Context: an optimization exercise on an open-source flow, tuned for small area, a short achievable clock period and few clock cycles per item. The choices shown serve that exercise and are no tape-out recipe. In this exercise RTL edits were held to simulation tests only and were not proved equivalent to the original. Power figures rest on the tool's default switching activity, not on a simulated workload.

==> flow/config.mk <==
export PLATFORM = sky130hd
export DESIGN_NAME = hme_refine
export DESIGN_NICKNAME = hme_refine
export VERILOG_FILES = /design/flow/design.v
export SDC_FILE = /design/flow/constraint.sdc
export NUM_CORES = 4
export LEC_CHECK = 0
export CAP_MARGIN = 20
export CORE_MARGIN = 2
export CORE_UTILIZATION = 35
export PLACE_DENSITY = 0.55
export SLEW_MARGIN = 20
==> flow/standard.sh <==
#!/bin/bash
# synth_recipe.tcl (not shown) runs the flow's synth.tcl, then flattens the netlist and writes it again
# the make line also repeats each setting of config.mk as NAME=value (left out here)
make -C /OpenROAD-flow-scripts/flow DESIGN_CONFIG=/design/flow/config.mk WORK_HOME=/design/flow/orfs CLKGATE_MAP_FILE= SYNTH_SCRIPT=/design/flow/synth_recipe.tcl "${@:-finish}"
==> flow/constraint.sdc <==
create_clock -name core_clock -period 24.0 [get_ports {clk}]
set_input_delay 4.8000 -clock core_clock [delete_from_list [all_inputs] [get_ports {clk}]]
set_output_delay 4.8000 -clock core_clock [all_outputs]
set_load 0.01 [all_outputs]
==> flow/flow/run.sh <==
#!/bin/bash
# The standard layout, with plain buf_1 cells as the port buffers and larger
# clock-tree sink clusters without dummy loads.
set -euo pipefail
bash standard.sh "BUFFER_PORTS_ARGS=-buffer_cell sky130_fd_sc_hd__buf_1" \
  "CTS_ARGS=-sink_clustering_enable -repair_clock_nets -dont_use_dummy_load -sink_clustering_size 24 -sink_clustering_max_diameter 120" \
  finish > make_finish.log 2>&1
==> flow/design.v <==
module hme_refine (
    input  wire         clk,
    input  wire         rst,
    input  wire         start,
    input  wire         level,           
    input  wire [4:0]   grid_rows_m1,    
    input  wire [4:0]   grid_cols_m1,    
    output reg          busy,
    output reg          done,
    output reg          seed_req,
    output reg  [4:0]   seed_mb_row,
    output reg  [4:0]   seed_mb_col,
    input  wire [6:0]   seed_dy,
    input  wire [6:0]   seed_dx,
    output wire         ref_req,
    output reg  [10:0]  ref_y,
    output reg  [10:0]  ref_x,
    input  wire [127:0] ref_row,
    output wire         tgt_req,
    output reg  [10:0]  tgt_y,
    output wire [10:0]  tgt_x,
    input  wire [127:0] tgt_row,
    output reg          res_valid,
    output wire [4:0]   res_mb_row,
    output wire [4:0]   res_mb_col,
    output wire [7:0]   res_dy,
    output wire [7:0]   res_dx,
    output wire [19:0]  res_cost
);
    localparam S_IDLE = 3'd0;
    localparam S_SW1  = 3'd1;    
    localparam S_SW2  = 3'd2;    
    localparam S_LOAD = 3'd3;    
    localparam S_RUN  = 3'd4;    
    localparam S_FIN  = 3'd5;    
    reg [2:0] state;
    reg       idle;              
    reg       lvl1;
    reg [4:0] gr_m1, gc_m1;
    reg [4:0]  mb_r, mb_c;       
    reg [6:0]  tgt_xh;           
    reg [3:0]  cand;             
    reg [3:0]  p_cand;           
    reg        cid;              
    reg        first;            
    reg [7:0]  uy, ux;           
    reg        req;
    assign ref_req = req;
    assign tgt_req = req;
    assign tgt_x = {tgt_xh, 4'd0};
    wire last_mb_c = (mb_c == gc_m1);
    wire last_mb_r = (mb_r == gr_m1);
    wire last_mb   = last_mb_c & last_mb_r;
    wire [4:0] nx_r = last_mb_c ? mb_r + 5'd1 : mb_r;
    wire [4:0] nx_c = last_mb_c ? 5'd0 : mb_c + 5'd1;
    wire [10:0] s_size = lvl1 ? 11'd32 : 11'd64;
    wire [7:0]  s_vec  = lvl1 ? 8'd32 : 8'd64;
    wire [10:0] ty  = lvl1 ? {1'b0, mb_r, 5'd0} : {mb_r, 6'd0};
    wire [10:0] tx  = lvl1 ? {1'b0, mb_c, 5'd0} : {mb_c, 6'd0};
    wire seg_last = lvl1 ? tgt_xh[0] : (tgt_xh[1:0] == 2'b11);
    wire row_last = lvl1 ? (tgt_y[4:0] == 5'd31) : (tgt_y[5:0] == 6'd63);
    wire blk_last = seg_last & row_last;
    wire up_ok = (mb_r != 5'd0);
    wire dn_ok = !last_mb_r;
    wire lf_ok = (mb_c != 5'd0);
    wire rt_ok = !last_mb_c;
    wire uy_p = (uy == s_vec);           
    wire uy_0 = (uy == 8'd0);            
    wire uy_m = (uy == 8'd0 - s_vec);    
    wire ux_p = (ux == s_vec);
    wire ux_0 = (ux == 8'd0);
    wire ux_m = (ux == 8'd0 - s_vec);
    wire [9:1] nb_ok = {
        dn_ok & rt_ok & ~(uy_m & ux_m),
        dn_ok         & ~(uy_m & ux_0),
        dn_ok & lf_ok & ~(uy_m & ux_p),
                rt_ok & ~(uy_0 & ux_m),
                        ~(uy_0 & ux_0),
                lf_ok & ~(uy_0 & ux_p),
        up_ok & rt_ok & ~(uy_p & ux_m),
        up_ok         & ~(uy_p & ux_0),
        up_ok & lf_ok & ~(uy_p & ux_p)
    };
    reg [3:0] ncand;
    reg       nhas;
    integer   n;
    always @(*) begin
        ncand = 4'd0;
        nhas  = 1'b0;
        for (n = 9; n >= 1; n = n - 1) begin
            if (nb_ok[n] && n > cand) begin
                ncand = n[3:0];
                nhas  = 1'b1;
            end
        end
    end
    wire [1:0] na = (ncand <= 4'd3) ? 2'd0 : (ncand <= 4'd6) ? 2'd1 : 2'd2;
    wire [1:0] nb = (ncand == 4'd1 || ncand == 4'd4 || ncand == 4'd7) ? 2'd0 :
                    (ncand == 4'd2 || ncand == 4'd5 || ncand == 4'd8) ? 2'd1 : 2'd2;
    wire        ld_seed = (state == S_LOAD);
    wire [7:0]  o_vy = ld_seed ? uy : (na == 2'd0) ? s_vec : (na == 2'd1) ? 8'd0 : 8'd0 - s_vec;
    wire [7:0]  o_vx = ld_seed ? ux : (nb == 2'd0) ? s_vec : (nb == 2'd1) ? 8'd0 : 8'd0 - s_vec;
    wire [10:0] o_y  = ty - {{3{o_vy[7]}}, o_vy};
    wire [10:0] o_x  = tx - {{3{o_vx[7]}}, o_vx};
    wire kill;
    reg  g_cid;
    wire ab = kill & (g_cid == cid);
    wire cand_end = blk_last | ab;
    wire [6:0] rx_back = ref_x[10:4] - (lvl1 ? 7'd1 : 7'd3);
    reg        d1_v, d1_first, d1_last, d1_fin, d1_cid;
    reg        d1_seed;
    reg        d2_v, d2_first, d2_last, d2_fin, d2_cid;
    reg        d2_seed;
    reg [8:0]  ad [0:15];        
    reg        d3_v, d3_first, d3_last, d3_fin, d3_cid;
    reg        d3_seed;
    reg [11:0] ss_a, ss_b;
    reg        g_v, g_first, g_last, g_fin;
    reg        g_seed;
    reg  [19:0] acc;
    reg         dead;
    reg  [19:0] thr;             
    reg  [7:0]  b_dy, b_dx;      
    reg  [4:0]  b_r, b_c;        
    reg         have;            
    assign res_mb_row = b_r;
    assign res_mb_col = b_c;
    assign res_dy     = b_dy;
    assign res_dx     = b_dx;
    assign res_cost   = thr;
    function [8:0] add_nb;
        input [7:0] a, b;
        reg   [7:0] g, p, g1, p1, g2, p2, g3;
        integer i;
        begin
            g = a & ~b;
            p = ~(a ^ b);
            for (i = 0; i < 8; i = i + 1) begin
                g1[i] = (i >= 1) ? g[i] | (p[i] & g[i-1]) : g[i];
                p1[i] = (i >= 1) ? p[i] & p[i-1] : p[i];
            end
            for (i = 0; i < 8; i = i + 1) begin
                g2[i] = (i >= 2) ? g1[i] | (p1[i] & g1[i-2]) : g1[i];
                p2[i] = (i >= 2) ? p1[i] & p1[i-2] : p1[i];
            end
            for (i = 0; i < 8; i = i + 1)
                g3[i] = (i >= 4) ? g2[i] | (p2[i] & g2[i-4]) : g2[i];
            add_nb = {g3[7], p ^ {g3[6:0], 1'b0}};
        end
    endfunction
    integer k;
    wire [7:0]  ax [0:15];
    wire [15:0] ac;
    genvar gi;
    generate
        for (gi = 0; gi < 16; gi = gi + 1) begin : g_abs
            assign ax[gi] = ad[gi][7:0] ^ {8{~ad[gi][8]}};
            assign ac[gi] = ad[gi][8];
        end
    endgenerate
    wire dt1, dt2, dt3, dt4, dt5, dt6, dt7, dt8, dt9, dt10, dt11, dt12, dt13, dt14, dt15, dt16, dt17, dt18, dt19, dt20, dt21, dt22, dt23, dt24, dt25, dt26, dt27, dt28, dt29, dt30, dt31, dt32, dt33, dt34, dt35, dt36, dt37, dt38, dt39, dt40, dt41, dt42, dt43, dt44, dt45, dt46, dt47, dt48, dt49, dt50, dt51, dt52, dt53, dt54, dt55, dt56, dt57, dt58, dt59, dt60, dt61, dt62, dt63, dt64, dt65, dt66, dt67, dt68, dt69, dt70, dt71, dt72, dt73, dt74, dt75, dt76, dt77, dt78, dt79, dt80, dt81, dt82, dt83, dt84, dt85, dt86, dt87, dt88, dt89, dt90, dt91, dt92, dt93, dt94, dt95, dt96, dt97, dt98, dt99, dt100, dt101, dt102, dt103, dt104, dt105, dt106, dt107, dt108, dt109, dt110, dt111, dt112, dt113, dt114, dt115, dt116, dt117, dt118, dt119, dt120, dt121, dt122, dt123, dt124, dt125, dt126, dt127, dt128, dt129, dt130, dt131, dt132, dt133, dt134, dt135, dt136, dt137, dt138, dt139, dt140, dt141, dt142, dt143, dt144, dt145, dt146, dt147, dt148, dt149, dt150, dt151, dt152, dt153, dt154, dt155, dt156, dt157, dt158, dt159, dt160, dt161, dt162, dt163, dt164, dt165, dt166, dt167, dt168, dt169, dt170, dt171, dt172, dt173, dt174, dt175, dt176, dt177, dt178, dt179, dt180, dt181, dt182, dt183, dt184, dt185, dt186, dt187, dt188, dt189, dt190, dt191, dt192, dt193, dt194, dt195, dt196, dt197, dt198, dt199, dt200, dt201, dt202, dt203, dt204, dt205, dt206, dt207, dt208, dt209, dt210, dt211, dt212, dt213, dt214, dt215, dt216, dt217, dt218, dt219, dt220, dt221, dt222, dt223, dt224, dt225, dt226, dt227, dt228, dt229, dt230, dt231, dt232, dt233, dt234, dt235, dt236, dt237, dt238, dt239, dt240, dt241, dt242, dt243, dt244, dt245, dt246, dt247, dt248, dt249, dt250, dt251, dt252, dt253, dt254, dt255, dt256, dt257, dt258, dt259, dt260, dt261, dt262, dt263, dt264, dt265, dt266, dt267, dt268, dt269, dt270, dt271, dt272;
    assign dt1 = ax[0][0] ^ ac[0] ^ ax[1][0];
    assign dt2 = (ax[0][0] & ac[0]) | (ax[0][0] & ax[1][0]) | (ac[0] & ax[1][0]);
    assign dt3 = ac[1] ^ ax[2][0] ^ ac[2];
    assign dt4 = (ac[1] & ax[2][0]) | (ac[1] & ac[2]) | (ax[2][0] & ac[2]);
    assign dt5 = dt1 ^ dt3 ^ ax[3][0];
    assign dt6 = (dt1 & dt3) | (dt1 & ax[3][0]) | (dt3 & ax[3][0]);
    assign dt7 = ac[3] ^ ax[4][0] ^ ac[4];
    assign dt8 = (ac[3] & ax[4][0]) | (ac[3] & ac[4]) | (ax[4][0] & ac[4]);
    assign dt9 = ax[5][0] ^ ac[5] ^ ax[6][0];
    assign dt10 = (ax[5][0] & ac[5]) | (ax[5][0] & ax[6][0]) | (ac[5] & ax[6][0]);
    assign dt11 = ac[6] ^ ax[7][0] ^ ac[7];
    assign dt12 = (ac[6] & ax[7][0]) | (ac[6] & ac[7]) | (ax[7][0] & ac[7]);
    assign dt13 = ax[8][0] ^ ac[8];
    assign dt14 = ax[8][0] & ac[8];
    assign dt15 = dt2 ^ dt4 ^ ax[0][1];
    assign dt16 = (dt2 & dt4) | (dt2 & ax[0][1]) | (dt4 & ax[0][1]);
    assign dt17 = ax[1][1] ^ ax[2][1] ^ ax[3][1];
    assign dt18 = (ax[1][1] & ax[2][1]) | (ax[1][1] & ax[3][1]) | (ax[2][1] & ax[3][1]);
    assign dt19 = dt5 ^ dt7 ^ dt9;
    assign dt20 = (dt5 & dt7) | (dt5 & dt9) | (dt7 & dt9);
    assign dt21 = dt11 ^ dt13 ^ ax[9][0];
    assign dt22 = (dt11 & dt13) | (dt11 & ax[9][0]) | (dt13 & ax[9][0]);
    assign dt23 = ac[9] ^ ax[10][0] ^ ac[10];
    assign dt24 = (ac[9] & ax[10][0]) | (ac[9] & ac[10]) | (ax[10][0] & ac[10]);
    assign dt25 = dt6 ^ dt8 ^ dt10;
    assign dt26 = (dt6 & dt8) | (dt6 & dt10) | (dt8 & dt10);
    assign dt27 = dt12 ^ dt14 ^ dt15;
    assign dt28 = (dt12 & dt14) | (dt12 & dt15) | (dt14 & dt15);
    assign dt29 = dt17 ^ ax[4][1] ^ ax[5][1];
    assign dt30 = (dt17 & ax[4][1]) | (dt17 & ax[5][1]) | (ax[4][1] & ax[5][1]);
    assign dt31 = ax[6][1] ^ ax[7][1] ^ ax[8][1];
    assign dt32 = (ax[6][1] & ax[7][1]) | (ax[6][1] & ax[8][1]) | (ax[7][1] & ax[8][1]);
    assign dt33 = ax[9][1] ^ ax[10][1];
    assign dt34 = ax[9][1] & ax[10][1];
    assign dt35 = dt16 ^ dt18 ^ ax[0][2];
    assign dt36 = (dt16 & dt18) | (dt16 & ax[0][2]) | (dt18 & ax[0][2]);
    assign dt37 = ax[1][2] ^ ax[2][2] ^ ax[3][2];
    assign dt38 = (ax[1][2] & ax[2][2]) | (ax[1][2] & ax[3][2]) | (ax[2][2] & ax[3][2]);
    assign dt39 = ax[4][2] ^ ax[5][2] ^ ax[6][2];
    assign dt40 = (ax[4][2] & ax[5][2]) | (ax[4][2] & ax[6][2]) | (ax[5][2] & ax[6][2]);
    assign dt41 = ax[7][2] ^ ax[8][2] ^ ax[9][2];
    assign dt42 = (ax[7][2] & ax[8][2]) | (ax[7][2] & ax[9][2]) | (ax[8][2] & ax[9][2]);
    assign dt43 = ax[10][2] ^ ax[11][2] ^ ax[12][2];
    assign dt44 = (ax[10][2] & ax[11][2]) | (ax[10][2] & ax[12][2]) | (ax[11][2] & ax[12][2]);
    assign dt45 = ax[0][3] ^ ax[1][3] ^ ax[2][3];
    assign dt46 = (ax[0][3] & ax[1][3]) | (ax[0][3] & ax[2][3]) | (ax[1][3] & ax[2][3]);
    assign dt47 = ax[3][3] ^ ax[4][3] ^ ax[5][3];
    assign dt48 = (ax[3][3] & ax[4][3]) | (ax[3][3] & ax[5][3]) | (ax[4][3] & ax[5][3]);
    assign dt49 = ax[6][3] ^ ax[7][3] ^ ax[8][3];
    assign dt50 = (ax[6][3] & ax[7][3]) | (ax[6][3] & ax[8][3]) | (ax[7][3] & ax[8][3]);
    assign dt51 = ax[9][3] ^ ax[10][3] ^ ax[11][3];
    assign dt52 = (ax[9][3] & ax[10][3]) | (ax[9][3] & ax[11][3]) | (ax[10][3] & ax[11][3]);
    assign dt53 = ax[0][4] ^ ax[1][4] ^ ax[2][4];
    assign dt54 = (ax[0][4] & ax[1][4]) | (ax[0][4] & ax[2][4]) | (ax[1][4] & ax[2][4]);
    assign dt55 = ax[3][4] ^ ax[4][4] ^ ax[5][4];
    assign dt56 = (ax[3][4] & ax[4][4]) | (ax[3][4] & ax[5][4]) | (ax[4][4] & ax[5][4]);
    assign dt57 = ax[6][4] ^ ax[7][4] ^ ax[8][4];
    assign dt58 = (ax[6][4] & ax[7][4]) | (ax[6][4] & ax[8][4]) | (ax[7][4] & ax[8][4]);
    assign dt59 = ax[9][4] ^ ax[10][4];
    assign dt60 = ax[9][4] & ax[10][4];
    assign dt61 = ax[0][5] ^ ax[1][5] ^ ax[2][5];
    assign dt62 = (ax[0][5] & ax[1][5]) | (ax[0][5] & ax[2][5]) | (ax[1][5] & ax[2][5]);
    assign dt63 = ax[3][5] ^ ax[4][5] ^ ax[5][5];
    assign dt64 = (ax[3][5] & ax[4][5]) | (ax[3][5] & ax[5][5]) | (ax[4][5] & ax[5][5]);
    assign dt65 = ax[6][5] ^ ax[7][5] ^ ax[8][5];
    assign dt66 = (ax[6][5] & ax[7][5]) | (ax[6][5] & ax[8][5]) | (ax[7][5] & ax[8][5]);
    assign dt67 = ax[9][5] ^ ax[10][5];
    assign dt68 = ax[9][5] & ax[10][5];
    assign dt69 = ax[0][6] ^ ax[1][6] ^ ax[2][6];
    assign dt70 = (ax[0][6] & ax[1][6]) | (ax[0][6] & ax[2][6]) | (ax[1][6] & ax[2][6]);
    assign dt71 = ax[3][6] ^ ax[4][6] ^ ax[5][6];
    assign dt72 = (ax[3][6] & ax[4][6]) | (ax[3][6] & ax[5][6]) | (ax[4][6] & ax[5][6]);
    assign dt73 = ax[6][6] ^ ax[7][6] ^ ax[8][6];
    assign dt74 = (ax[6][6] & ax[7][6]) | (ax[6][6] & ax[8][6]) | (ax[7][6] & ax[8][6]);
    assign dt75 = ax[9][6] ^ ax[10][6];
    assign dt76 = ax[9][6] & ax[10][6];
    assign dt77 = ax[0][7] ^ ax[1][7] ^ ax[2][7];
    assign dt78 = (ax[0][7] & ax[1][7]) | (ax[0][7] & ax[2][7]) | (ax[1][7] & ax[2][7]);
    assign dt79 = ax[3][7] ^ ax[4][7] ^ ax[5][7];
    assign dt80 = (ax[3][7] & ax[4][7]) | (ax[3][7] & ax[5][7]) | (ax[4][7] & ax[5][7]);
    assign dt81 = ax[6][7] ^ ax[7][7] ^ ax[8][7];
    assign dt82 = (ax[6][7] & ax[7][7]) | (ax[6][7] & ax[8][7]) | (ax[7][7] & ax[8][7]);
    assign dt83 = ax[9][7] ^ ax[10][7];
    assign dt84 = ax[9][7] & ax[10][7];
    assign dt85 = dt19 ^ dt21 ^ dt23;
    assign dt86 = (dt19 & dt21) | (dt19 & dt23) | (dt21 & dt23);
    assign dt87 = ax[11][0] ^ ac[11] ^ ax[12][0];
    assign dt88 = (ax[11][0] & ac[11]) | (ax[11][0] & ax[12][0]) | (ac[11] & ax[12][0]);
    assign dt89 = dt20 ^ dt22 ^ dt24;
    assign dt90 = (dt20 & dt22) | (dt20 & dt24) | (dt22 & dt24);
    assign dt91 = dt25 ^ dt27 ^ dt29;
    assign dt92 = (dt25 & dt27) | (dt25 & dt29) | (dt27 & dt29);
    assign dt93 = dt31 ^ dt33 ^ ax[11][1];
    assign dt94 = (dt31 & dt33) | (dt31 & ax[11][1]) | (dt33 & ax[11][1]);
    assign dt95 = dt26 ^ dt28 ^ dt30;
    assign dt96 = (dt26 & dt28) | (dt26 & dt30) | (dt28 & dt30);
    assign dt97 = dt32 ^ dt34 ^ dt35;
    assign dt98 = (dt32 & dt34) | (dt32 & dt35) | (dt34 & dt35);
    assign dt99 = dt37 ^ dt39 ^ dt41;
    assign dt100 = (dt37 & dt39) | (dt37 & dt41) | (dt39 & dt41);
    assign dt101 = dt43 ^ ax[13][2];
    assign dt102 = dt43 & ax[13][2];
    assign dt103 = dt36 ^ dt38 ^ dt40;
    assign dt104 = (dt36 & dt38) | (dt36 & dt40) | (dt38 & dt40);
    assign dt105 = dt42 ^ dt44 ^ dt45;
    assign dt106 = (dt42 & dt44) | (dt42 & dt45) | (dt44 & dt45);
    assign dt107 = dt47 ^ dt49 ^ dt51;
    assign dt108 = (dt47 & dt49) | (dt47 & dt51) | (dt49 & dt51);
    assign dt109 = ax[12][3] ^ ax[13][3] ^ ax[14][3];
    assign dt110 = (ax[12][3] & ax[13][3]) | (ax[12][3] & ax[14][3]) | (ax[13][3] & ax[14][3]);
    assign dt111 = dt46 ^ dt48 ^ dt50;
    assign dt112 = (dt46 & dt48) | (dt46 & dt50) | (dt48 & dt50);
    assign dt113 = dt52 ^ dt53 ^ dt55;
    assign dt114 = (dt52 & dt53) | (dt52 & dt55) | (dt53 & dt55);
    assign dt115 = dt57 ^ dt59 ^ ax[11][4];
    assign dt116 = (dt57 & dt59) | (dt57 & ax[11][4]) | (dt59 & ax[11][4]);
    assign dt117 = ax[12][4] ^ ax[13][4] ^ ax[14][4];
    assign dt118 = (ax[12][4] & ax[13][4]) | (ax[12][4] & ax[14][4]) | (ax[13][4] & ax[14][4]);
    assign dt119 = dt54 ^ dt56 ^ dt58;
    assign dt120 = (dt54 & dt56) | (dt54 & dt58) | (dt56 & dt58);
    assign dt121 = dt60 ^ dt61 ^ dt63;
    assign dt122 = (dt60 & dt61) | (dt60 & dt63) | (dt61 & dt63);
    assign dt123 = dt65 ^ dt67 ^ ax[11][5];
    assign dt124 = (dt65 & dt67) | (dt65 & ax[11][5]) | (dt67 & ax[11][5]);
    assign dt125 = ax[12][5] ^ ax[13][5] ^ ax[14][5];
    assign dt126 = (ax[12][5] & ax[13][5]) | (ax[12][5] & ax[14][5]) | (ax[13][5] & ax[14][5]);
    assign dt127 = dt62 ^ dt64 ^ dt66;
    assign dt128 = (dt62 & dt64) | (dt62 & dt66) | (dt64 & dt66);
    assign dt129 = dt68 ^ dt69 ^ dt71;
    assign dt130 = (dt68 & dt69) | (dt68 & dt71) | (dt69 & dt71);
    assign dt131 = dt73 ^ dt75 ^ ax[11][6];
    assign dt132 = (dt73 & dt75) | (dt73 & ax[11][6]) | (dt75 & ax[11][6]);
    assign dt133 = ax[12][6] ^ ax[13][6] ^ ax[14][6];
    assign dt134 = (ax[12][6] & ax[13][6]) | (ax[12][6] & ax[14][6]) | (ax[13][6] & ax[14][6]);
    assign dt135 = dt70 ^ dt72 ^ dt74;
    assign dt136 = (dt70 & dt72) | (dt70 & dt74) | (dt72 & dt74);
    assign dt137 = dt76 ^ dt77 ^ dt79;
    assign dt138 = (dt76 & dt77) | (dt76 & dt79) | (dt77 & dt79);
    assign dt139 = dt81 ^ dt83 ^ ax[11][7];
    assign dt140 = (dt81 & dt83) | (dt81 & ax[11][7]) | (dt83 & ax[11][7]);
    assign dt141 = ax[12][7] ^ ax[13][7] ^ ax[14][7];
    assign dt142 = (ax[12][7] & ax[13][7]) | (ax[12][7] & ax[14][7]) | (ax[13][7] & ax[14][7]);
    assign dt143 = dt85 ^ dt87 ^ ac[12];
    assign dt144 = (dt85 & dt87) | (dt85 & ac[12]) | (dt87 & ac[12]);
    assign dt145 = ax[13][0] ^ ac[13];
    assign dt146 = ax[13][0] & ac[13];
    assign dt147 = dt86 ^ dt88 ^ dt89;
    assign dt148 = (dt86 & dt88) | (dt86 & dt89) | (dt88 & dt89);
    assign dt149 = dt91 ^ dt93 ^ ax[12][1];
    assign dt150 = (dt91 & dt93) | (dt91 & ax[12][1]) | (dt93 & ax[12][1]);
    assign dt151 = ax[13][1] ^ ax[14][1];
    assign dt152 = ax[13][1] & ax[14][1];
    assign dt153 = dt90 ^ dt92 ^ dt94;
    assign dt154 = (dt90 & dt92) | (dt90 & dt94) | (dt92 & dt94);
    assign dt155 = dt95 ^ dt97 ^ dt99;
    assign dt156 = (dt95 & dt97) | (dt95 & dt99) | (dt97 & dt99);
    assign dt157 = dt101 ^ ax[14][2] ^ ax[15][2];
    assign dt158 = (dt101 & ax[14][2]) | (dt101 & ax[15][2]) | (ax[14][2] & ax[15][2]);
    assign dt159 = dt96 ^ dt98 ^ dt100;
    assign dt160 = (dt96 & dt98) | (dt96 & dt100) | (dt98 & dt100);
    assign dt161 = dt102 ^ dt103 ^ dt105;
    assign dt162 = (dt102 & dt103) | (dt102 & dt105) | (dt103 & dt105);
    assign dt163 = dt107 ^ dt109 ^ ax[15][3];
    assign dt164 = (dt107 & dt109) | (dt107 & ax[15][3]) | (dt109 & ax[15][3]);
    assign dt165 = dt104 ^ dt106 ^ dt108;
    assign dt166 = (dt104 & dt106) | (dt104 & dt108) | (dt106 & dt108);
    assign dt167 = dt110 ^ dt111 ^ dt113;
    assign dt168 = (dt110 & dt111) | (dt110 & dt113) | (dt111 & dt113);
    assign dt169 = dt115 ^ dt117 ^ ax[15][4];
    assign dt170 = (dt115 & dt117) | (dt115 & ax[15][4]) | (dt117 & ax[15][4]);
    assign dt171 = dt112 ^ dt114 ^ dt116;
    assign dt172 = (dt112 & dt114) | (dt112 & dt116) | (dt114 & dt116);
    assign dt173 = dt118 ^ dt119 ^ dt121;
    assign dt174 = (dt118 & dt119) | (dt118 & dt121) | (dt119 & dt121);
    assign dt175 = dt123 ^ dt125 ^ ax[15][5];
    assign dt176 = (dt123 & dt125) | (dt123 & ax[15][5]) | (dt125 & ax[15][5]);
    assign dt177 = dt120 ^ dt122 ^ dt124;
    assign dt178 = (dt120 & dt122) | (dt120 & dt124) | (dt122 & dt124);
    assign dt179 = dt126 ^ dt127 ^ dt129;
    assign dt180 = (dt126 & dt127) | (dt126 & dt129) | (dt127 & dt129);
    assign dt181 = dt131 ^ dt133 ^ ax[15][6];
    assign dt182 = (dt131 & dt133) | (dt131 & ax[15][6]) | (dt133 & ax[15][6]);
    assign dt183 = dt128 ^ dt130 ^ dt132;
    assign dt184 = (dt128 & dt130) | (dt128 & dt132) | (dt130 & dt132);
    assign dt185 = dt134 ^ dt135 ^ dt137;
    assign dt186 = (dt134 & dt135) | (dt134 & dt137) | (dt135 & dt137);
    assign dt187 = dt139 ^ dt141 ^ ax[15][7];
    assign dt188 = (dt139 & dt141) | (dt139 & ax[15][7]) | (dt141 & ax[15][7]);
    assign dt189 = dt136 ^ dt138 ^ dt140;
    assign dt190 = (dt136 & dt138) | (dt136 & dt140) | (dt138 & dt140);
    assign dt191 = dt142 ^ dt78 ^ dt80;
    assign dt192 = (dt142 & dt78) | (dt142 & dt80) | (dt78 & dt80);
    assign dt193 = dt82 ^ dt84;
    assign dt194 = dt82 & dt84;
    assign dt195 = dt143 ^ dt145 ^ ax[14][0];
    assign dt196 = (dt143 & dt145) | (dt143 & ax[14][0]) | (dt145 & ax[14][0]);
    assign dt197 = dt144 ^ dt146 ^ dt147;
    assign dt198 = (dt144 & dt146) | (dt144 & dt147) | (dt146 & dt147);
    assign dt199 = dt149 ^ dt151;
    assign dt200 = dt149 & dt151;
    assign dt201 = dt148 ^ dt150 ^ dt152;
    assign dt202 = (dt148 & dt150) | (dt148 & dt152) | (dt150 & dt152);
    assign dt203 = dt153 ^ dt155 ^ dt157;
    assign dt204 = (dt153 & dt155) | (dt153 & dt157) | (dt155 & dt157);
    assign dt205 = dt154 ^ dt156 ^ dt158;
    assign dt206 = (dt154 & dt156) | (dt154 & dt158) | (dt156 & dt158);
    assign dt207 = dt159 ^ dt161 ^ dt163;
    assign dt208 = (dt159 & dt161) | (dt159 & dt163) | (dt161 & dt163);
    assign dt209 = dt160 ^ dt162 ^ dt164;
    assign dt210 = (dt160 & dt162) | (dt160 & dt164) | (dt162 & dt164);
    assign dt211 = dt165 ^ dt167 ^ dt169;
    assign dt212 = (dt165 & dt167) | (dt165 & dt169) | (dt167 & dt169);
    assign dt213 = dt166 ^ dt168 ^ dt170;
    assign dt214 = (dt166 & dt168) | (dt166 & dt170) | (dt168 & dt170);
    assign dt215 = dt171 ^ dt173 ^ dt175;
    assign dt216 = (dt171 & dt173) | (dt171 & dt175) | (dt173 & dt175);
    assign dt217 = dt172 ^ dt174 ^ dt176;
    assign dt218 = (dt172 & dt174) | (dt172 & dt176) | (dt174 & dt176);
    assign dt219 = dt177 ^ dt179 ^ dt181;
    assign dt220 = (dt177 & dt179) | (dt177 & dt181) | (dt179 & dt181);
    assign dt221 = dt178 ^ dt180 ^ dt182;
    assign dt222 = (dt178 & dt180) | (dt178 & dt182) | (dt180 & dt182);
    assign dt223 = dt183 ^ dt185 ^ dt187;
    assign dt224 = (dt183 & dt185) | (dt183 & dt187) | (dt185 & dt187);
    assign dt225 = dt184 ^ dt186 ^ dt188;
    assign dt226 = (dt184 & dt186) | (dt184 & dt188) | (dt186 & dt188);
    assign dt227 = dt189 ^ dt191 ^ dt193;
    assign dt228 = (dt189 & dt191) | (dt189 & dt193) | (dt191 & dt193);
    assign dt229 = dt190 ^ dt192;
    assign dt230 = dt190 & dt192;
    assign dt231 = dt195 ^ ac[14];
    assign dt232 = dt195 & ac[14];
    assign dt233 = dt196 ^ dt197 ^ dt199;
    assign dt234 = (dt196 & dt197) | (dt196 & dt199) | (dt197 & dt199);
    assign dt235 = dt198 ^ dt200 ^ dt201;
    assign dt236 = (dt198 & dt200) | (dt198 & dt201) | (dt200 & dt201);
    assign dt237 = dt202 ^ dt204 ^ dt205;
    assign dt238 = (dt202 & dt204) | (dt202 & dt205) | (dt204 & dt205);
    assign dt239 = dt206 ^ dt208 ^ dt209;
    assign dt240 = (dt206 & dt208) | (dt206 & dt209) | (dt208 & dt209);
    assign dt241 = dt210 ^ dt212 ^ dt213;
    assign dt242 = (dt210 & dt212) | (dt210 & dt213) | (dt212 & dt213);
    assign dt243 = dt214 ^ dt216 ^ dt217;
    assign dt244 = (dt214 & dt216) | (dt214 & dt217) | (dt216 & dt217);
    assign dt245 = dt218 ^ dt220 ^ dt221;
    assign dt246 = (dt218 & dt220) | (dt218 & dt221) | (dt220 & dt221);
    assign dt247 = dt222 ^ dt224 ^ dt225;
    assign dt248 = (dt222 & dt224) | (dt222 & dt225) | (dt224 & dt225);
    assign dt249 = dt226 ^ dt228 ^ dt229;
    assign dt250 = (dt226 & dt228) | (dt226 & dt229) | (dt228 & dt229);
    assign dt251 = dt231 ^ ax[15][0];
    assign dt252 = dt231 & ax[15][0];
    assign dt253 = dt232 ^ dt233 ^ ax[15][1];
    assign dt254 = (dt232 & dt233) | (dt232 & ax[15][1]) | (dt233 & ax[15][1]);
    assign dt255 = dt234 ^ dt235 ^ dt203;
    assign dt256 = (dt234 & dt235) | (dt234 & dt203) | (dt235 & dt203);
    assign dt257 = dt236 ^ dt237 ^ dt207;
    assign dt258 = (dt236 & dt237) | (dt236 & dt207) | (dt237 & dt207);
    assign dt259 = dt238 ^ dt239 ^ dt211;
    assign dt260 = (dt238 & dt239) | (dt238 & dt211) | (dt239 & dt211);
    assign dt261 = dt240 ^ dt241 ^ dt215;
    assign dt262 = (dt240 & dt241) | (dt240 & dt215) | (dt241 & dt215);
    assign dt263 = dt242 ^ dt243 ^ dt219;
    assign dt264 = (dt242 & dt243) | (dt242 & dt219) | (dt243 & dt219);
    assign dt265 = dt244 ^ dt245 ^ dt223;
    assign dt266 = (dt244 & dt245) | (dt244 & dt223) | (dt245 & dt223);
    assign dt267 = dt246 ^ dt247 ^ dt227;
    assign dt268 = (dt246 & dt247) | (dt246 & dt227) | (dt247 & dt227);
    assign dt269 = dt248 ^ dt249 ^ dt194;
    assign dt270 = (dt248 & dt249) | (dt248 & dt194) | (dt249 & dt194);
    assign dt271 = dt250 ^ dt230;
    assign dt272 = dt250 & dt230;
    wire [11:0] t_a = {dt272, dt270, dt268, dt266, dt264, dt262, dt260, dt258, dt256, dt254, dt252, dt251};
    wire [11:0] t_b = {1'b0, dt271, dt269, dt267, dt265, dt263, dt261, dt259, dt257, dt255, dt253, ac[15]};
    wire        live    = g_v & (g_first | ~dead);
    wire        is_seed = g_seed;
    wire [3:0]  g_cand  = (g_cid == cid) ? cand : p_cand;
    assign      kill    = live & ~is_seed & (acc >= thr);
    wire        fin_ok  = live & ~kill & g_last;
    wire [1:0]  fa = (g_cand <= 4'd3) ? 2'd0 : (g_cand <= 4'd6) ? 2'd1 : 2'd2;
    wire [1:0]  fb = (g_cand == 4'd1 || g_cand == 4'd4 || g_cand == 4'd7) ? 2'd0 :
                     (g_cand == 4'd2 || g_cand == 4'd5 || g_cand == 4'd8) ? 2'd1 : 2'd2;
    wire [7:0]  f_vy = (fa == 2'd0) ? s_vec : (fa == 2'd1) ? 8'd0 : 8'd0 - s_vec;
    wire [7:0]  f_vx = (fb == 2'd0) ? s_vec : (fb == 2'd1) ? 8'd0 : 8'd0 - s_vec;
    always @(posedge clk) begin
        for (k = 0; k < 16; k = k + 1)
            ad[k] <= add_nb(ref_row[8*k +: 8], tgt_row[8*k +: 8]);
        ss_a <= t_a;
        ss_b <= t_b;
        acc  <= (d3_first ? 20'd0 : acc) + {8'd0, ss_a} + {8'd0, ss_b};
        {g_first, g_last, g_cid, g_seed} <= {d3_first, d3_last, d3_cid, d3_seed};
        {d2_first, d2_last, d2_cid, d2_seed} <= {d1_first, d1_last, d1_cid, d1_seed};
        {d3_first, d3_last, d3_cid, d3_seed} <= {d2_first, d2_last, d2_cid, d2_seed};
        d1_first  <= first;
        d1_last   <= blk_last;
        d1_cid    <= cid;
        d1_seed   <= (cand == 4'd0);
        if (fin_ok) begin
            thr <= acc;
            if (is_seed) begin
                b_dy <= uy;
                b_dx <= ux;
                b_r  <= mb_r;
                b_c  <= mb_c;
            end else begin
                b_dy <= f_vy;
                b_dx <= f_vx;
            end
        end
        if (kill)
            dead <= 1'b1;
        else if (g_v & g_first)
            dead <= 1'b0;
        if (idle) begin
            lvl1  <= level;
            gr_m1 <= grid_rows_m1;
            gc_m1 <= grid_cols_m1;
            mb_r  <= 5'd0;
            mb_c  <= 5'd0;
            seed_mb_row <= 5'd0;
            seed_mb_col <= 5'd0;
        end
        if (state == S_SW2 || (state == S_RUN && cand_end && !nhas && !last_mb)) begin
            uy <= {seed_dy, 1'b0};
            ux <= {seed_dx, 1'b0};
        end
        if (state == S_LOAD) begin
            ref_y  <= o_y;
            ref_x  <= o_x;
            tgt_y  <= ty;
            tgt_xh <= tx[10:4];
            cand   <= 4'd0;
            p_cand <= cand;
            cid    <= ~cid;
            first  <= 1'b1;
        end else if (state == S_RUN) begin
            first <= 1'b0;
            if (!nhas) begin
                seed_mb_row <= nx_r;
                seed_mb_col <= nx_c;
            end
            if (!cand_end) begin
                if (seg_last) begin
                    ref_x  <= {rx_back, ref_x[3:0]};
                    ref_y  <= ref_y + 11'd1;
                    tgt_y  <= {tgt_y[10:6], tgt_y[5:0] + 6'd1};
                    tgt_xh <= tx[10:4];
                end else begin
                    ref_x  <= ref_x + 11'd16;
                    tgt_xh <= {tgt_xh[6:2], tgt_xh[1:0] + 2'd1};
                end
            end else if (nhas) begin
                ref_y  <= o_y;
                ref_x  <= o_x;
                tgt_y  <= ty;
                tgt_xh <= tx[10:4];
                cand   <= ncand;
                p_cand <= cand;
                cid    <= ~cid;
                first  <= 1'b1;
            end else if (!last_mb) begin
                mb_r <= nx_r;
                mb_c <= nx_c;
            end
        end
    end
    always @(posedge clk) begin
        if (rst) begin
            state     <= S_IDLE;
            busy      <= 1'b0;
            idle      <= 1'b1;
            done      <= 1'b0;
            req       <= 1'b0;
            seed_req  <= 1'b0;
            d1_v <= 1'b0; d2_v <= 1'b0; d3_v <= 1'b0;
            d1_fin <= 1'b0; d2_fin <= 1'b0; d3_fin <= 1'b0;
            g_v <= 1'b0; g_fin <= 1'b0;
            res_valid <= 1'b0;
            have      <= 1'b0;
        end else begin
            d1_v   <= req;
            d1_fin <= (state == S_FIN);
            {d2_v, d2_fin} <= {d1_v, d1_fin};
            {d3_v, d3_fin} <= {d2_v, d2_fin};
            {g_v, g_fin}   <= {d3_v, d3_fin};
            case (state)
                S_IDLE: begin
                    if (start && idle) begin
                        busy     <= 1'b1;
                        idle     <= 1'b0;
                        seed_req <= 1'b1;
                        state    <= S_SW1;
                    end
                end
                S_SW1: begin
                    seed_req <= 1'b0;
                    state    <= S_SW2;
                end
                S_SW2: state <= S_LOAD;
                S_LOAD: begin
                    req   <= 1'b1;
                    state <= S_RUN;
                end
                S_RUN: begin
                    seed_req <= !nhas && !last_mb;
                    if (cand_end && !nhas) begin
                        req      <= 1'b0;
                        seed_req <= 1'b0;
                        state    <= last_mb ? S_FIN : S_LOAD;
                    end
                end
                S_FIN: state <= S_IDLE;
                default: state <= S_IDLE;
            endcase
            res_valid <= 1'b0;
            done      <= 1'b0;
            if (fin_ok & is_seed)
                have <= 1'b1;
            if (g_v & g_first & is_seed & have)
                res_valid <= 1'b1;
            if (g_fin) begin
                res_valid <= have;
                have      <= 1'b0;
                done      <= 1'b1;
                busy      <= 1'b0;
                idle      <= 1'b1;
            end
        end
    end
endmodule
==> results.txt, run 1 <==
Max-slew headroom=0.3463; cell taking the most area after synthesis=dfxtp_1; Yosys top cell area share=0.2221; startpoint types=primary input; Reg power frac=0.255; wire per inst=16.57 um; power density over cell area=134.5 nW/um^2; Switch Pwr=1.508 mW; layout net count=3140; CP endpoint kind=register; Cells after DPL=3338; Post-CTS Resized=0; Worst Tran Pin Value=0.9782 ns; Main synth FF type=dfxtp_1; Setup Buffers After CTS=0; Net Sw Frac=0.4477; full die area=65660 um^2; Hold Path Class=register to register; P_int=1.860 mW; core region area=62970 um^2; Tcrit/Tclk final=0.2573; FP Rows=92; Clock Skew=0.02080 ns; clk latency of the worst-skew pair=0.54 ns; Vias/cell=4.556; Die Span X=256.2 um; peak supply drop=0.1604 mV; die height=256.2 um; via count=15293; I/O Pins=390; TritonCTS sink count=360; CTS tree=built; first-pass GRT wire length=88130 um; Area Growth Syn to Fin=12.46%; All-Layer GR Usage=0.1689; layout cell share with drive strength beyond 1=0.02351; I/O Buffers=382; setup TNS=0 ns; total number of yosys warnings=2; vias in the first global route=16268; critical path peak fanout=2; Mean Syn Cell Area=10.34 um^2; final setup fails=0; Pleak=10.87 nW; TritonRoute pass-1 iters=4; Post-Synthesis Cells=2154; Routed WL=55640 um; status=complete, no violations; CTS Hold Buffers Added=0; unrepaired setup endpoints after global routing=false; EDFF count, synth=113; CTS max path bufs=3; ys async rst share=0; Finished Layout Cells=3357; Crit path arrival time=6.59 ns; post-DP HPWL=47200 um; CTS buffer count=18; shortest period the worst path allows=6.175 ns; Max Fclk=161.9 MHz; Initial Util=0.3536; Slew Viols, Final=0; Clock Power Share=0.096; Final Hold Vio Count=0; GPL Wtd Cong=0.8713; initial antenna violation count=1; hold_ws=0.3348 ns; clock transition at the registers of the reported paths=0.09 ns; mapped cell area=22270 um^2; CTS root buf=clkbuf_16; Worst Path Required=24.42 ns; post-synthesis register bit count=360; largest net degree at the start of global routing=35; ANT nets after route=0; Iteration-0 DRC Markers=589; most common cell in the netlist=inv_1; global route overflow=0; maxcap violations=0; Synth top cells by count=inv_1, dfxtp_1, ha_1, xnor2_1, fa_1; DRC viols=0; dominant cells by area after synthesis=dfxtp_1, edfxtp_1, fa_1; number of H-tree levels=1; Synth cell types=73; Comb pwr share=0.649; critical path type=primary input to register; Seq/Total Area, Yosys=0.3744
-- cells by family after synthesis --
family / count (synthesis) / share of synthesized area
muxes: 26 / 0.01231
buffers and inverters: 408 / 0.07057
and+or+nand+nor: 380 / 0.08816
adders and majority gates: 344 / 0.2415
other: 1 / 0.0001684
AOI/OAI and AO/OA: 346 / 0.09917
DFF: 360 / 0.3744
xor gates and xnor gates: 289 / 0.1137
-- power groups by stage --
| stage | Clock, mW | Sequential [mW] | Combinational, mW |
|---|---|---|---|
| after floorplan | 0 | 0.845 | 1.58 |
| after detailed placement | 0 | 0.875 | 2.23 |
| after global placement | 0 | 0.873 | 2.20 |
| after global routing | 0.360 | 0.871 | 2.65 |
| after CTS | 0.341 | 0.861 | 2.25 |
| final | 0.324 | 0.858 | 2.19 |
-- stage by stage --
| stage | power (mW) | worst slack, ns | util | area, um^2 |
|---|---|---|---|---|
| final | 3.369 | 17.82 | 0.3977 | 25040 |
| after global routing | 3.883 | 17.68 | 0.3977 | 25040 |
| after CTS | 3.449 | 17.89 | 0.3976 | 25040 |
| after detailed placement | 3.106 | 17.31 | 0.3905 | 24590 |
| after global placement | 3.069 | 17.40 | 0.3905 | 24590 |
| after floorplan | 2.422 | 17.64 | - | 22290 |
-- final timing paths --
path,startpoint,endpoint,slack (ns),cells past startpoint
setup / recovery,tgt_row[24],ad[3][8],17.82,12
hold / removal,d3_cid,g_cid,0.33,0
setup reg to reg,lvl1,ref_x[10],18.74,19
hold reg to reg,d3_cid,g_cid,0.33,0
-- placed cells by master (no fill, tap or decap), types with 20 or more instances in the layout --
cell type    n
buf_1      382
inv_1      352
dfxtp_1    246
ha_1       201
xnor2_1    175
fa_1       143
a21oi_1    124
xor2_1     114
edfxtp_1   113
nor2_1      98
nand2_1     72
o21ai_0     57
o21bai_1    52
nor2b_1     45
nand2b_1    36
a21o_1      33
nand3_1     25
and2_1      24
nor3_1      20
-- registers in the layout (all words and copies together), names as in the netlist, 10 cells and up --
name / flops
tgt_y: 11
ss_b: 11
ad: 144
thr: 20
ref_y: 11
ss_a: 12
acc: 20
ref_x: 10
-- metal layers --
layer,global-route usage,wire length (um),share of wire
met2,0.2953,26650,0.48
met4,0.04321,1302,0.023
met3,0.02046,2197,0.039
met1,0.2209,25490,0.46
met5,0,0,0
-- worst max-delay path, cell delays in order --
cell and delay, ns:
buf_1 0.07, inv_1 0.05, ha_1 0.25, fa_1 0.42
a21oi_1 0.16, nor2_1 0.06, nor2_1 0.16, o21bai_1 0.08
a21oi_1 0.22, nor2b_1 0.07, o21ai_0 0.17, nand2b_1 0.07
-- final cells by class --
type	count	area, um^2
Antenna cell	1	2.502
Clock buffer	18	450.4
Fill cell	6367	37920
Inverter	352	1321
Multi-Input combinational cell	1392	12390
Sequential cell	360	8339
Tap cell	846	1059
Timing Repair Buffer	388	1479
Testbench counts, summed over its fixed seeds: cycles 162,841, mbs 337.
==> run 2: changes to the inputs <==
--- a/flow/config.mk
+++ b/flow/config.mk
@@ -5,8 +5,9 @@
 export SDC_FILE = /design/flow/constraint.sdc
 export NUM_CORES = 4
 export LEC_CHECK = 0
+export ABC_AREA = 1
 export CAP_MARGIN = 20
 export CORE_MARGIN = 2
-export CORE_UTILIZATION = 35
-export PLACE_DENSITY = 0.55
+export CORE_UTILIZATION = 25
+export PLACE_DENSITY = 0.5
 export SLEW_MARGIN = 20
==> results.txt, run 2 <==
critical path type=primary input to register (unchanged); layout net count=3356 (was 3140); Top Registers=ad x144, acc x20, thr x20 (unchanged); Routed WL=62770 um (was 55640 um); Clock Power Share=0.101 (was 0.096); most flop-heavy register=ad (unchanged); dpl ws=17.38 ns (was 17.31 ns); CP endpoint kind=register (unchanged); fin area=25480 um^2 (was 25040 um^2); via count=15766 (was 15293); dominant cells by area after synthesis=dfxtp_1, edfxtp_1, fa_1 (unchanged); layout cell share with drive strength beyond 1=0.02825 (was 0.02351); Worst Path Required=24.44 ns (was 24.42 ns); mapped cell area=22190 um^2 (was 22270 um^2); peak supply drop=0.1392 mV (was 0.1604 mV); P_int=1.885 mW (was 1.860 mW); Mean Syn Cell Area=9.430 um^2 (was 10.34 um^2); Clock Skew=0.03822 ns (was 0.02080 ns); Hold Path Class=register to register (unchanged); dpl cell area=24970 um^2 (was 24590 um^2); Tcrit/Tclk final=0.2539 (was 0.2573); largest net degree at the start of global routing=35 (unchanged); Synth top cells by count=inv_1, dfxtp_1, nand2_1, xor2_1, ha_1 (was inv_1, dfxtp_1, ha_1, xnor2_1, fa_1); first-pass GRT wire length=93760 um (was 88130 um); All-Layer GR Usage=0.1360 (was 0.1689); Seq/Total Area, Yosys=0.3758 (was 0.3744); total power=3.488 mW (was 3.369 mW); Worst Tran Pin Value=0.8795 ns (was 0.9782 ns); total number of yosys warnings=2 (unchanged); GPL Wtd Cong=0.8670 (was 0.8713); most common cell after layout, fill and taps aside=inv_1 (was buf_1); die height=301.9 um (was 256.2 um); full die area=91150 um^2 (was 65660 um^2); CTS max path bufs=3 (unchanged); CTS tree=built (unchanged); Max Fclk=164.1 MHz (was 161.9 MHz); critical path peak fanout=4 (was 2); multi-input logic area=11770 um^2 (was 12390 um^2); Final Hold Vio Count=0 (unchanged); Yosys top cell area share=0.2228 (was 0.2221); setup TNS=0 ns (unchanged); final setup fails=0 (unchanged); EDFF count, synth=113 (unchanged); max FFs per register=144 (unchanged); Slew Viols, Final=0 (unchanged); post-DP HPWL=53910 um (was 47200 um); clk latency of the worst-skew pair=0.57 ns (was 0.54 ns); Die Span X=301.9 um (was 256.2 um); Post-Synthesis Cells=2353 (was 2154); Iteration-0 DRC Markers=695 (was 589); FP Rows=109 (was 92); maxcap violations=0 (unchanged); power density over cell area=136.9 nW/um^2 (was 134.5 nW/um^2); core region area=88100 um^2 (was 62970 um^2); fillers=9547 (was 6367); worst setup margin=17.91 ns (was 17.82 ns); I/O Pins=390 (unchanged); unrepaired setup endpoints after global routing=false (unchanged); Post-CTS Resized=0 (unchanged); global route overflow=0 (unchanged); vias in the first global route=16005 (was 16268); startpoint types=primary input (unchanged); TritonCTS sink count=360 (unchanged); status=complete, no violations (unchanged); Vias/cell=4.048 (was 4.556); Synth cell types=52 (was 73); DRC viols=0 (unchanged); CTS buffer count=20 (was 18); Comb pwr share=0.646 (was 0.649); Setup Buffers After CTS=0 (unchanged); Reg power frac=0.253 (was 0.255); Initial Util=0.2519 (was 0.3536); TritonRoute pass-1 iters=5 (was 4); ys async rst share=0 (unchanged); I/O Buffers=382 (unchanged); most frequent cells in the layout=inv_1, buf_1, dfxtp_1 (was buf_1, inv_1, dfxtp_1); Area Growth Syn to Fin=14.85% (was 12.46%); Crit path arrival time=6.53 ns (was 6.59 ns); post-synthesis register bit count=360 (unchanged); Switch Pwr=1.603 mW (was 1.508 mW); Net Sw Frac=0.4596 (was 0.4477); FF/Latch Area=8338 um^2 (was 8339 um^2); number of H-tree levels=1 (unchanged); shortest period the worst path allows=6.094 ns (was 6.175 ns); initial antenna violation count=6 (was 1); Max-slew headroom=0.4124 (was 0.3463); CTS root buf=clkbuf_16 (unchanged); Pleak=11.97 nW (was 10.87 nW); cell taking the most area after synthesis=dfxtp_1 (unchanged); wire per inst=16.12 um (was 16.57 um); clock transition at the registers of the reported paths=0.10 ns (was 0.09 ns); Main synth FF type=dfxtp_1 (unchanged); most common cell in the netlist=inv_1 (unchanged); ANT nets after route=0 (unchanged); hold_ws=0.3269 ns (was 0.3348 ns); CTS Hold Buffers Added=0 (unchanged)
-- run 2: power by group through the flow --
stage	Clock (mW)	Sequential (mW)	Combinational [mW]
2_1_floorplan	0	0.863	1.72
3_3_place_gp	0	0.899	2.32
3_5_place_dp	0	0.900	2.34
4_1_cts	0.374	0.887	2.34
5_1_grt	0.390	0.897	2.74
6_report	0.354	0.882	2.25
-- run 2: cells by family after synthesis --
group	count (synthesis)	share of synthesized area
mux	4	0.001917
fa+ha+maj	344	0.2424
other cells	1	0.0001690
compound gates	292	0.07285
flops	360	0.3758
buf+inv	555	0.09592
simple gates	523	0.1029
xor+xnor	274	0.1082
-- run 2: final timing paths --
| path | slack (ns) | end | cells after the start | start |
|---|---|---|---|---|
| hold / removal | 0.33 | d2_seed | 0 | d1_seed |
| setup reg to reg | 19.11 | ss_b[1] | 13 | ad[1][8] |
| setup / recovery | 17.91 | ad[10][7] | 11 | ref_row[82] |
| hold reg to reg | 0.33 | d2_seed | 0 | d1_seed |
-- run 2: area by class of cell --
cell class | count | share of cell area
inverters | 514 | 0.07571
multi-input cells | 1444 | 0.4618
clock buffers | 20 | 0.01964
diodes | 4 | 0.0003928
well taps | 1165 | 0.05720
repair buffers | 388 | 0.05804
flip-flops and latches | 360 | 0.3272
-- run 2: metal layers --
layer,up-vias,global-route usage,part of all wire
li1,8082,-,-
met3,48,0.02033,0.053
met2,377,0.2525,0.50
met4,4,0.02181,0.017
met1,7255,0.1678,0.43
met5,-,0,0.00041
-- run 2: per-stage QoR --
step | util | instances
finish | 0.2892 | 3895
global route | 0.2891 | 3891
CTS | 0.2891 | 3891
detailed placement | 0.2835 | 3871
global placement | 0.2835 | 3871
floorplan | - | 2359
-- run 2: critical path, stage by stage --
cell and delay [ns]:
buf_1 0.12, ha_1 0.38, a21oi_1 0.14, nand2_1 0.10
a21oi_1 0.23, inv_1 0.11, a21oi_1 0.21, nor2_1 0.07
o21ai_0 0.15, nand2_1 0.08, xor2_1 0.14
==> run 3: changes to the inputs <==
--- a/flow/config.mk
+++ b/flow/config.mk
@@ -5,7 +5,6 @@
 export SDC_FILE = /design/flow/constraint.sdc
 export NUM_CORES = 4
 export LEC_CHECK = 0
-export ABC_AREA = 1
 export CAP_MARGIN = 20
 export CORE_MARGIN = 2
 export CORE_UTILIZATION = 25
==> results.txt, run 3 <==
status=complete, no violations (unchanged); Yosys top cell area share=0.2221 (was 0.2228); Final Hold Vio Count=0 (unchanged); Slew Viols, Final=0 (unchanged); ANT nets after route=0 (unchanged); All-Layer GR Usage=0.1325 (was 0.1360); max FFs per register=144 (unchanged); CP endpoint kind=register (unchanged); Post-Synthesis Cells=2154 (was 2353); post-synthesis register bit count=360 (unchanged); total power=3.375 mW (was 3.488 mW); global route overflow=0 (unchanged); CTS Hold Buffers Added=0 (unchanged); via count=15104 (was 15766); TritonCTS sink count=360 (unchanged); Synth top cells by count=inv_1, dfxtp_1, ha_1, xnor2_1, fa_1 (was inv_1, dfxtp_1, nand2_1, xor2_1, ha_1); layout cell share with drive strength beyond 1=0.02544 (was 0.02825); clk latency of the worst-skew pair=0.57 ns (about the same); Worst Path Required=24.43 ns (was 24.44 ns); power density over cell area=132.3 nW/um^2 (was 136.9 nW/um^2); Main synth FF type=dfxtp_1 (unchanged); Initial Util=0.2520 (was 0.2519); Crit path arrival time=6.65 ns (was 6.53 ns); die height=302.4 um (was 301.9 um); Setup Buffers After CTS=0 (unchanged); critical path type=primary input to register (unchanged); largest net degree at the start of global routing=35 (unchanged); CTS max path bufs=3 (unchanged); Pleak=10.91 nW (was 11.97 nW); most frequent cells in the layout=buf_1, inv_1, dfxtp_1 (was inv_1, buf_1, dfxtp_1); most common cell in the netlist=inv_1 (unchanged); Iteration-0 DRC Markers=547 (was 695); WP buf/inv=2 (unchanged); Max-slew headroom=0.3561 (was 0.4124); reg2reg start=uy[1] (was ad[1][8]); Routed WL=61320 um (was 62770 um); most flop-heavy register=ad (unchanged); maxcap violations=0 (unchanged); slowest CP cell=fa_1 (was ha_1); Max Fclk=160.7 MHz (was 164.1 MHz); Die Span X=302.4 um (was 301.9 um); Vias/cell=4.103 (was 4.048); mapped cell area=22270 um^2 (was 22190 um^2); Clock Skew=0.04810 ns (was 0.03822 ns); clock transition at the registers of the reported paths=0.09 ns (was 0.10 ns); total number of yosys warnings=2 (unchanged); worst-path cell chain=buf_1 > inv_1 > ha_1 > fa_1 > a21oi_1 > nor2_1 > nor2_1 > o21bai_1 > a21oi_1 > nor2b_1 > o21ai_0 > nand2b_1 (was buf_1 > ha_1 > a21oi_1 > nand2_1 > a21oi_1 > inv_1 > a21oi_1 > nor2_1 > o21ai_0 > nand2_1 > xor2_1); worst reg2reg path depth=16 (was 13); slack of the worst reg-to-reg path=18.51 ns (was 19.11 ns); ANT cells=0 (was 4); dominant cells by area after synthesis=dfxtp_1, edfxtp_1, fa_1 (unchanged); FF-to-FF End=ref_y[10] (was ss_b[1]); CP top delay family=compound AO/OA/AOI/OAI gates (unchanged); setup TNS=0 ns (unchanged); DRC viols=0 (unchanged); Reg power frac=0.253 (about the same); Area Growth Syn to Fin=14.60% (was 14.85%); startpoint types=primary input (unchanged); WHS Endpoint=d3_first (was d2_seed); Hold Path Cell Cnt=0 (unchanged); CTS root buf=clkbuf_16 (unchanged); Largest stage delay, worst path=0.41 ns (was 0.38 ns); CTS tree=built (unchanged); Tcrit/Tclk final=0.2593 (was 0.2539); layout net count=3146 (was 3356); Hold Path Class=register to register (unchanged); peak supply drop=0.1218 mV (was 0.1392 mV); critical path peak fanout=2 (was 4); cell taking the most area after synthesis=dfxtp_1 (unchanged); Post-CTS Resized=0 (unchanged); hold_sp=d2_first (was d1_seed); number of H-tree levels=1 (unchanged); wire per inst=16.66 um (was 16.12 um); TritonRoute pass-1 iters=6 (was 5); core region area=88370 um^2 (was 88100 um^2); Clock Power Share=0.105 (was 0.101); I/O Buffers=382 (unchanged); ys async rst share=0 (unchanged); Worst Tran Pin Value=0.9629 ns (was 0.8795 ns); final setup fails=0 (unchanged); GPL Wtd Cong=0.8414 (was 0.8670); first-pass GRT wire length=91630 um (was 93760 um); initial antenna violation count=2 (was 6); full die area=91470 um^2 (was 91150 um^2); hold_ws=0.3343 ns (was 0.3269 ns); Top Registers=ad x144, acc x20, thr x20 (unchanged); Comb pwr share=0.641 (was 0.646); Mean Syn Cell Area=10.34 um^2 (was 9.430 um^2); CTS buffer count=20 (unchanged); I/O Pins=390 (unchanged); shortest period the worst path allows=6.223 ns (was 6.094 ns); FP Rows=109 (unchanged); P_int=1.876 mW (was 1.885 mW); EDFF count, synth=113 (unchanged); Seq/Total Area, Yosys=0.3744 (was 0.3758); vias in the first global route=15612 (was 16005); most common cell after layout, fill and taps aside=buf_1 (was inv_1); unrepaired setup endpoints after global routing=false (unchanged); Net Sw Frac=0.4442 (was 0.4596); Switch Pwr=1.499 mW (was 1.603 mW); Synth cell types=73 (was 52); post-DP HPWL=51690 um (was 53910 um)
-- run 3: final cells by class --
cell class | instances | area (um^2)
clock buffers | 20 | 500.5
flip-flops and latches | 360 | 8338
well taps | 1165 | 1458
multi-input cells | 1392 | 12390
fillers | 9437 | 62860
repair buffers | 392 | 1509
inverters | 352 | 1321
-- run 3: logic make-up (layout without fill, tap and decap cells) --
| family | count (synthesis) | in the layout | synth area share |
|---|---|---|---|
| AOI/OAI and AO/OA | 346 | 346 | 0.09917 |
| xor gates and xnor gates | 289 | 289 | 0.1137 |
| adders and majority gates | 344 | 344 | 0.2415 |
| buffers and inverters | 408 | 764 | 0.07057 |
| DFF | 360 | 360 | 0.3744 |
| muxes | 26 | 26 | 0.01231 |
| other | 1 | 7 | 0.0001684 |
| and+or+nand+nor | 380 | 380 | 0.08816 |
-- run 3: through the flow --
stage / cell area, um^2 / utilization / setup WS [ns] / instances
CTS: 25520 / 0.2888 / 17.76 / 3681
detailed placement: 25020 / 0.2831 / 17.19 / 3661
global placement: 25020 / 0.2831 / 17.20 / 3661
global route: 25520 / 0.2888 / 17.56 / 3681
finish: 25520 / 0.2888 / 17.78 / 3681
floorplan: 22290 / - / 17.64 / 2160
-- run 3: power groups by stage --
stage	Sequential [mW]	Combinational [mW]	Clock, mW
3_3_place_gp	0.871	2.18	0
6_report	0.855	2.16	0.356
5_1_grt	0.868	2.59	0.394
3_5_place_dp	0.872	2.23	0
4_1_cts	0.859	2.23	0.377
2_1_floorplan	0.845	1.58	0
-- run 3: how the worst max path moves through the flow --
| stage | cells past startpoint | slack [ns] | from | to |
|---|---|---|---|---|
| 2_1_floorplan | 11 | 17.64 | tgt_row[0] | ad[0][8] |
| 3_3_place_gp | 12 | 17.20 | tgt_row[112] | ad[14][8] |
| 3_5_place_dp | 12 | 17.19 | tgt_row[112] | ad[14][8] |
| 4_1_cts | 12 | 17.76 | tgt_row[112] | ad[14][8] |
| 5_1_grt | 12 | 17.56 | tgt_row[112] | ad[14][8] |
| 6_report | 12 | 17.78 | tgt_row[112] | ad[14][8] |
-- run 3: layer usage --
| layer | wire [um] | GRT usage | part of all wire | vias to the layer above |
|---|---|---|---|---|
| met5 | 13 | 0 | 0.00021 | - |
| met4 | 1268 | 0.02686 | 0.021 | 2 |
| met3 | 3092 | 0.01883 | 0.050 | 56 |
| met2 | 32110 | 0.2543 | 0.52 | 366 |
| met1 | 24840 | 0.1552 | 0.40 | 6973 |
| li1 | - | - | - | 7707 |

[static timing again, ports no longer ideal]
Ports are ideal in the flow. The routed layouts listed here were re-timed in OpenROAD. Step 1 sets driving cells, clkbuf_16 on the clock port and buf_2 on the other inputs (assumed; they add their load-dependent delay and slew). Step 2, shift: input delay + t, output delay - t, t = (earliest + latest rising clock arrival at the registers) / 2. This alone moves slack from input paths to output paths. Three values: ideal, step 1, step 2; two values: the first two.
| run | t (ns) | slack for setup (ns) | clock arrival spread, ns | worst register clock-pin slew, ns | worst data-port slew with drivers (ns) |
|---|---|---|---|---|---|
| run 1 | 0.586 | 17.825 / 17.860 / 17.274 | 0.021 / 0.022 | 0.10 / 0.10 | 0.09 |
| run 2 | 0.591 | 17.906 / 17.884 / 17.345 | 0.066 / 0.066 | 0.11 / 0.11 | 0.14 |
| run 3 | 0.601 | 17.777 / 17.811 / 17.209 | 0.049 / 0.049 | 0.11 / 0.11 | 0.09 |
After both steps every run listed still meets setup and hold. For run 3, which loses most, drivers alone change the setup slack by +0.034 ns; drivers and shift together by -0.568 ns.
